What follows belongs to an exercise in optimizing a design on an open flow for small area, a short achievable clock period and few clock cycles per item; a production flow would make more cautious choices.
The RTL was checked by simulation tests, not by an equivalence proof against the original design.
No activity file was given, so power comes from the tool's default toggle rates.

==> inputs of 08-20 <==
// mc10_fsk_runs
module mc10_fsk_runs (
    input  wire        clk,
    input  wire        rst,
    input  wire        in_valid,
    input  wire [15:0] in_sample,
    input  wire        in_last,
    output wire        in_ready,
    output reg         run_valid,
    output wire [19:0] run_len,
    output reg         done_valid,
    output reg         done_trunc,
    output wire [19:0] done_trunc_idx,
    output wire [19:0] done_count,
    output wire        done_nosig
);
Settings: LEC_CHECK=0, ABC_AREA=1, CAP_MARGIN=60, CORE_MARGIN=2, CORE_UTILIZATION=60, CTS_CLUSTER_DIAMETER=100, CTS_CLUSTER_SIZE=22, SETUP_SLACK_MARGIN=5, SLEW_MARGIN=60; clock period 12.0 ns.
run.sh (not shown) runs the stock make flow with config.mk's settings and CLKGATE_MAP_FILE= SYNTH_SCRIPT=/design/flow/synth_recipe.tcl, a recipe that flattens the netlist after the stock synthesis.
==> inputs of 11-12, as changes to 08-20 <==
--- a/flow/design.v
+++ b/flow/design.v
@@ -58,11 +58,10 @@
     wire [16:0] rd = {rd_l, rd_s};
     reg [4:0]  state;
     reg        ret_low;           
     reg        hv;                
     reg [15:0] hs;
-    reg [19:0] hx;                
     reg        hl;
     reg [3:0]  lv;                
     reg [15:0] ls0, ls1, ls2, ls3;    
     reg [19:0] lx0, lx1, lx2, lx3;    
     reg        ll0, ll1, ll2, ll3;    
@@ -289,11 +288,11 @@
     assign fsel[2] = hv & ~lv_s[2] & lv_s[1];
     assign fsel[3] = hv & ~lv_s[3] & lv_s[2];
     wire       take_h = |fsel;
     wire       fne    = (fcnt != 0);
     wire       hload  = fne & (~hv | take_h);
-    wire [19:0] rdx   = {rd_s, 4'd0} - {{4{rd_s[15]}}, rd_s};
+    wire [19:0] hx    = {hs, 4'd0} - {{4{hs[15]}}, hs};
     wire signed [15:0] hsv = hs;
     wire signed [22:0] mh  = {hx[19], hx, 2'b00};
     wire [15:0] t58   = tv[58*16 +: 16];
     wire        nvt_a = nvt59;
     wire        nvt_h = nvt60;
@@ -311,18 +310,23 @@
     wire gtA1 = ~ltA1 & (m1 != A);
     wire gtA2 = A < m2;
     wire gtA3 = A < m3;
     wire ltA0 = m0 < A;
     wire ltA1 = m1 < A;
-    wire gtHA = A < mh;
-    wire gtHR = Rx < mh;
+    wire signed [24:0] h64 = {{3{hsv[15]}}, hsv, 6'd0};
+    wire signed [24:0] h4  = {{7{hsv[15]}}, hsv, 2'd0};
+    wire signed [24:0] qha = {{2{A[22]}}, A} - h64 + h4;
+    wire signed [24:0] qhr = {{3{R[21]}}, R} - h64 + h4;
+    wire gtHA = qha[24];
+    wire gtHR = qhr[24];
     wire ltB0 = m0 < B;
     wire ltB1 = m1 < B;
     wire gtRn0 = Rnx < m1;
     wire gtRn1 = Rnx < m2;
     wire gtRn2 = Rnx < m3;
-    wire gtRn3 = Rnx < mh;
+    wire signed [24:0] q3 = {{3{Rn[21]}}, Rn} - h64 + h4;
+    wire gtRn3 = q3[24];
     wire a_to_r = tnew & since_full;
     wire b_ld   = !bvalid && !bdly && (state == S_HIGH || state == S_LOW || state == S_TSTART);
     wire b_chg  = (state == S_D2) | (state == S_BC2) | b_ld;
     wire [3:0] srcH = adv ? {1'b1, ~lv[3:1]} : ~lv;
     wire [3:0] gtA_sh = {1'b0, gtA3, gtA2, gtA1};
@@ -443,11 +447,11 @@
             if (state == S_LOW && (nstate == S_ROT || nstate == S_BC1))
                 ret_low <= 1'b1;
             else if (state == S_SCEND)
                 ret_low <= 1'b0;
         end
-        if (hload) begin hs <= rd[15:0]; hx <= rdx; hl <= rd[16]; end
+        if (hload) begin hs <= rd[15:0]; hl <= rd[16]; end
         if (adv | fill[0]) begin
             if (lv[1]) begin ls0 <= ls1; lx0 <= lx1; ll0 <= ll1; end
             else       begin ls0 <= hs;  lx0 <= hx;  ll0 <= hl;  end
         end
         if (adv | fill[1]) begin
CORE_UTILIZATION = 50   (was 60)
==> inputs of 03-13, as changes to 08-20 <==
--- a/flow/design.v
+++ b/flow/design.v
@@ -58,11 +58,10 @@
     wire [16:0] rd = {rd_l, rd_s};
     reg [4:0]  state;
     reg        ret_low;           
     reg        hv;                
     reg [15:0] hs;
-    reg [19:0] hx;                
     reg        hl;
     reg [3:0]  lv;                
     reg [15:0] ls0, ls1, ls2, ls3;    
     reg [19:0] lx0, lx1, lx2, lx3;    
     reg        ll0, ll1, ll2, ll3;    
@@ -95,13 +94,12 @@
     reg        nosig_r;
     reg        scv;               
     reg [15:0] scs;
     reg        scl;
     reg        scan_on;           
-    reg [19:0] outr;
-    assign run_len        = outr;
-    assign done_trunc_idx = outr;
+    assign run_len        = run;
+    assign done_trunc_idx = run;
     assign done_count     = count;
     assign done_nosig     = nosig_r;
     wire [15:0] t59   = tv[59*16 +: 16];
     wire [15:0] old_s = t59;
     reg         rn_ok;            
@@ -289,11 +287,11 @@
     assign fsel[2] = hv & ~lv_s[2] & lv_s[1];
     assign fsel[3] = hv & ~lv_s[3] & lv_s[2];
     wire       take_h = |fsel;
     wire       fne    = (fcnt != 0);
     wire       hload  = fne & (~hv | take_h);
-    wire [19:0] rdx   = {rd_s, 4'd0} - {{4{rd_s[15]}}, rd_s};
+    wire [19:0] hx    = {hs, 4'd0} - {{4{hs[15]}}, hs};
     wire signed [15:0] hsv = hs;
     wire signed [22:0] mh  = {hx[19], hx, 2'b00};
     wire [15:0] t58   = tv[58*16 +: 16];
     wire        nvt_a = nvt59;
     wire        nvt_h = nvt60;
@@ -305,24 +303,29 @@
     wire signed [15:0] ls1v  = ls1;
     wire signed [15:0] ls0v  = ls0;
     wire signed [21:0] rn_a  = Rn + {{6{ls1v[15]}}, ls1v} - t58x;
     wire signed [21:0] rn_h  = R  + {{6{ls0v[15]}}, ls0v} - t58y;
     wire signed [22:0] Rnx   = {Rn[21], Rn};
-    wire gtA0 = ~ltA0 & (m0 != A);
-    wire gtA1 = ~ltA1 & (m1 != A);
+    wire gtA0 = A < m0;
+    wire gtA1 = A < m1;
     wire gtA2 = A < m2;
     wire gtA3 = A < m3;
     wire ltA0 = m0 < A;
     wire ltA1 = m1 < A;
-    wire gtHA = A < mh;
-    wire gtHR = Rx < mh;
+    wire signed [24:0] h64 = {{3{hsv[15]}}, hsv, 6'd0};
+    wire signed [24:0] h4  = {{7{hsv[15]}}, hsv, 2'd0};
+    wire signed [24:0] qha = {{2{A[22]}}, A} - h64 + h4;
+    wire signed [24:0] qhr = {{3{R[21]}}, R} - h64 + h4;
+    wire gtHA = qha[24];
+    wire gtHR = qhr[24];
     wire ltB0 = m0 < B;
     wire ltB1 = m1 < B;
     wire gtRn0 = Rnx < m1;
     wire gtRn1 = Rnx < m2;
     wire gtRn2 = Rnx < m3;
-    wire gtRn3 = Rnx < mh;
+    wire signed [24:0] q3 = {{3{Rn[21]}}, Rn} - h64 + h4;
+    wire gtRn3 = q3[24];
     wire a_to_r = tnew & since_full;
     wire b_ld   = !bvalid && !bdly && (state == S_HIGH || state == S_LOW || state == S_TSTART);
     wire b_chg  = (state == S_D2) | (state == S_BC2) | b_ld;
     wire [3:0] srcH = adv ? {1'b1, ~lv[3:1]} : ~lv;
     wire [3:0] gtA_sh = {1'b0, gtA3, gtA2, gtA1};
@@ -443,11 +446,11 @@
             if (state == S_LOW && (nstate == S_ROT || nstate == S_BC1))
                 ret_low <= 1'b1;
             else if (state == S_SCEND)
                 ret_low <= 1'b0;
         end
-        if (hload) begin hs <= rd[15:0]; hx <= rdx; hl <= rd[16]; end
+        if (hload) begin hs <= rd[15:0]; hl <= rd[16]; end
         if (adv | fill[0]) begin
             if (lv[1]) begin ls0 <= ls1; lx0 <= lx1; ll0 <= ll1; end
             else       begin ls0 <= hs;  lx0 <= hx;  ll0 <= hl;  end
         end
         if (adv | fill[1]) begin
@@ -516,15 +519,13 @@
             fmin <= f_inc ? f_in : 16'sh7fff;
         end else if (f_inc) begin
             if (f_in > fmax) fmax <= f_in;
             if (f_in < fmin) fmin <= f_in;
         end
-        if (report)
-            outr <= run;
-        else if (state == S_TRUNC)
-            outr <= idx - run;
-        if (tnew || anchor_ev || state == S_DONE) begin
+        if (state == S_TRUNC) begin
+            run <= idx - run;
+        end else if (tnew || anchor_ev || state == S_DONE) begin
             run    <= adv_h ? 20'd1 : 20'd0;
             run_nz <= adv_h;
         end else if (adv_h) begin
             run    <= run + 20'd1;
             run_nz <= 1'b1;
CORE_UTILIZATION = 50   (was 60)
CTS_CLUSTER_DIAMETER = default   (was 100)
CTS_CLUSTER_SIZE = default   (was 22)
==> inputs of 03-22, as changes to 08-20 <==
--- a/flow/design.v
+++ b/flow/design.v
@@ -58,11 +58,10 @@
     wire [16:0] rd = {rd_l, rd_s};
     reg [4:0]  state;
     reg        ret_low;           
     reg        hv;                
     reg [15:0] hs;
-    reg [19:0] hx;                
     reg        hl;
     reg [3:0]  lv;                
     reg [15:0] ls0, ls1, ls2, ls3;    
     reg [19:0] lx0, lx1, lx2, lx3;    
     reg        ll0, ll1, ll2, ll3;    
@@ -95,13 +94,12 @@
     reg        nosig_r;
     reg        scv;               
     reg [15:0] scs;
     reg        scl;
     reg        scan_on;           
-    reg [19:0] outr;
-    assign run_len        = outr;
-    assign done_trunc_idx = outr;
+    assign run_len        = run;
+    assign done_trunc_idx = run;
     assign done_count     = count;
     assign done_nosig     = nosig_r;
     wire [15:0] t59   = tv[59*16 +: 16];
     wire [15:0] old_s = t59;
     reg         rn_ok;            
@@ -289,11 +287,11 @@
     assign fsel[2] = hv & ~lv_s[2] & lv_s[1];
     assign fsel[3] = hv & ~lv_s[3] & lv_s[2];
     wire       take_h = |fsel;
     wire       fne    = (fcnt != 0);
     wire       hload  = fne & (~hv | take_h);
-    wire [19:0] rdx   = {rd_s, 4'd0} - {{4{rd_s[15]}}, rd_s};
+    wire [19:0] hx    = {hs, 4'd0} - {{4{hs[15]}}, hs};
     wire signed [15:0] hsv = hs;
     wire signed [22:0] mh  = {hx[19], hx, 2'b00};
     wire [15:0] t58   = tv[58*16 +: 16];
     wire        nvt_a = nvt59;
     wire        nvt_h = nvt60;
@@ -305,24 +303,29 @@
     wire signed [15:0] ls1v  = ls1;
     wire signed [15:0] ls0v  = ls0;
     wire signed [21:0] rn_a  = Rn + {{6{ls1v[15]}}, ls1v} - t58x;
     wire signed [21:0] rn_h  = R  + {{6{ls0v[15]}}, ls0v} - t58y;
     wire signed [22:0] Rnx   = {Rn[21], Rn};
-    wire gtA0 = ~ltA0 & (m0 != A);
-    wire gtA1 = ~ltA1 & (m1 != A);
+    wire gtA0 = A < m0;
+    wire gtA1 = A < m1;
     wire gtA2 = A < m2;
     wire gtA3 = A < m3;
     wire ltA0 = m0 < A;
     wire ltA1 = m1 < A;
-    wire gtHA = A < mh;
-    wire gtHR = Rx < mh;
+    wire signed [24:0] h64 = {{3{hsv[15]}}, hsv, 6'd0};
+    wire signed [24:0] h4  = {{7{hsv[15]}}, hsv, 2'd0};
+    wire signed [24:0] qha = {{2{A[22]}}, A} - h64 + h4;
+    wire signed [24:0] qhr = {{3{R[21]}}, R} - h64 + h4;
+    wire gtHA = qha[24];
+    wire gtHR = qhr[24];
     wire ltB0 = m0 < B;
     wire ltB1 = m1 < B;
     wire gtRn0 = Rnx < m1;
     wire gtRn1 = Rnx < m2;
     wire gtRn2 = Rnx < m3;
-    wire gtRn3 = Rnx < mh;
+    wire signed [24:0] q3 = {{3{Rn[21]}}, Rn} - h64 + h4;
+    wire gtRn3 = q3[24];
     wire a_to_r = tnew & since_full;
     wire b_ld   = !bvalid && !bdly && (state == S_HIGH || state == S_LOW || state == S_TSTART);
     wire b_chg  = (state == S_D2) | (state == S_BC2) | b_ld;
     wire [3:0] srcH = adv ? {1'b1, ~lv[3:1]} : ~lv;
     wire [3:0] gtA_sh = {1'b0, gtA3, gtA2, gtA1};
@@ -443,11 +446,11 @@
             if (state == S_LOW && (nstate == S_ROT || nstate == S_BC1))
                 ret_low <= 1'b1;
             else if (state == S_SCEND)
                 ret_low <= 1'b0;
         end
-        if (hload) begin hs <= rd[15:0]; hx <= rdx; hl <= rd[16]; end
+        if (hload) begin hs <= rd[15:0]; hl <= rd[16]; end
         if (adv | fill[0]) begin
             if (lv[1]) begin ls0 <= ls1; lx0 <= lx1; ll0 <= ll1; end
             else       begin ls0 <= hs;  lx0 <= hx;  ll0 <= hl;  end
         end
         if (adv | fill[1]) begin
@@ -516,15 +519,13 @@
             fmin <= f_inc ? f_in : 16'sh7fff;
         end else if (f_inc) begin
             if (f_in > fmax) fmax <= f_in;
             if (f_in < fmin) fmin <= f_in;
         end
-        if (report)
-            outr <= run;
-        else if (state == S_TRUNC)
-            outr <= idx - run;
-        if (tnew || anchor_ev || state == S_DONE) begin
+        if (state == S_TRUNC) begin
+            run <= idx - run;
+        end else if (tnew || anchor_ev || state == S_DONE) begin
             run    <= adv_h ? 20'd1 : 20'd0;
             run_nz <= adv_h;
         end else if (adv_h) begin
             run    <= run + 20'd1;
             run_nz <= 1'b1;
CORE_UTILIZATION = 50   (was 60)
==> flow_summary_export.csv <==
group,metric,value,unit
final_layout,multi_input_area_share,30.45,%
final_layout,buf_share,2.592,%
placed_design,gp_congestion,0.9894,
pwr,seq_power_share,35.3,%
route,first_pass_iters,8,
synthesis,synth-adder-area-share,9.376,%
final_layout,design_area,113300,um^2
floorplan,tap_cells,2640,
final_layout,clkCellAreaFrac,7.447,%
critical_path,end_kind,"output port",
pwr,power.density,257.3,nW/um^2
final_layout,inv_count,986,
placed_design,pre_cts_slack,7904,ps
run_status,status,"finished clean",
(the above is from 03-13)
==> flow_summary_export.csv <==
group,metric,value,unit
final_layout,clkCellAreaFrac,3.734,%
final_layout,design_area,108000,um^2
run_status,status,"finished clean",
final_layout,buf_share,2.432,%
pwr,seq_power_share,42.0,%
critical_path,end_kind,"flip-flop",
placed_design,gp_congestion,0.9935,
final_layout,multi_input_area_share,31.09,%
placed_design,pre_cts_slack,6796,ps
synthesis,synth-adder-area-share,7.993,%
(the above is from 08-20)
==> flow_summary_export.csv <==
group,metric,value,unit
pwr,seq_power_share,39.1,%
global_routing,grtUsageTotal,28.94,%
final_layout,seq_share,55.33,%
final_layout,inv_count,986,
final_layout,multi_input_area_share,31.65,%
placed_design,pre_cts_slack,7904,ps
critical_path,end_kind,"output port",
placed_design,gp_congestion,0.9894,
route,first_pass_iters,6,
route,wirelength,296.5,mm
final_layout,design_area,109000,um^2
run_status,status,"finished clean",
final_layout,buf_share,2.673,%
synthesis,synth-adder-area-share,9.376,%
pwr,power.density,241.2,nW/um^2
final_layout,clkCellAreaFrac,3.843,%
clocking,insertion_delay,880,ps
floorplan,tap_cells,2640,
route,wl_per_cell,24.22,um
(the above is from 03-22)
==> flow_summary_export.csv <==
group,metric,value,unit
critical_path,end_kind,"output port",
final_layout,buf_share,2.461,%
pwr,seq_power_share,39.9,%
pwr,power.density,237.6,nW/um^2
final_layout,multi_input_area_share,31.85,%
synthesis,synth-adder-area-share,9.252,%
placed_design,pre_cts_slack,8011,ps
placed_design,gp_congestion,0.9596,
run_status,status,"finished clean",
(the above is from 11-12)
Testbench counts of 08-20, summed over its fixed seeds: cycles 239,378, samples 234,355.
Testbench counts of 11-12, summed over its fixed seeds: cycles 239,378, samples 234,355.
Testbench counts of 03-13, summed over its fixed seeds: cycles 239,378, samples 234,355.
Testbench counts of 03-22, summed over its fixed seeds: cycles 239,378, samples 234,355.

## re-timing with driven ports
No port has a modelled driver above. Below, the same layouts with a new extraction and two added sets of constraints. Step 1 assumes that a clkbuf_16 drives the clock port and a buf_2 every other input. Step 2 also shifts input and output timing later by t, the mid clock arrival at the registers, as if the neighbouring blocks saw the same clock. a / b / c = no drivers / after step 1 / after step 2; a / b = the first two.
| run | t (ns) | setup WS [ns] | hold slack, ns |
|---|---|---|---|
| 08-20 | 0.919 | 6.627 / 6.627 / 6.627 | 0.312 / 0.312 / 0.312 |
| 11-12 | 0.911 | 7.576 / 7.489 / 7.848 | 0.311 / 0.311 / 0.311 |
| 03-13 | 0.949 | 7.550 / 7.459 / 7.632 | 0.292 / 0.292 / 0.292 |
| 03-22 | 0.927 | 7.589 / 7.503 / 7.713 | 0.304 / 0.304 / 0.304 |
After both steps setup and hold are still met in every run listed.
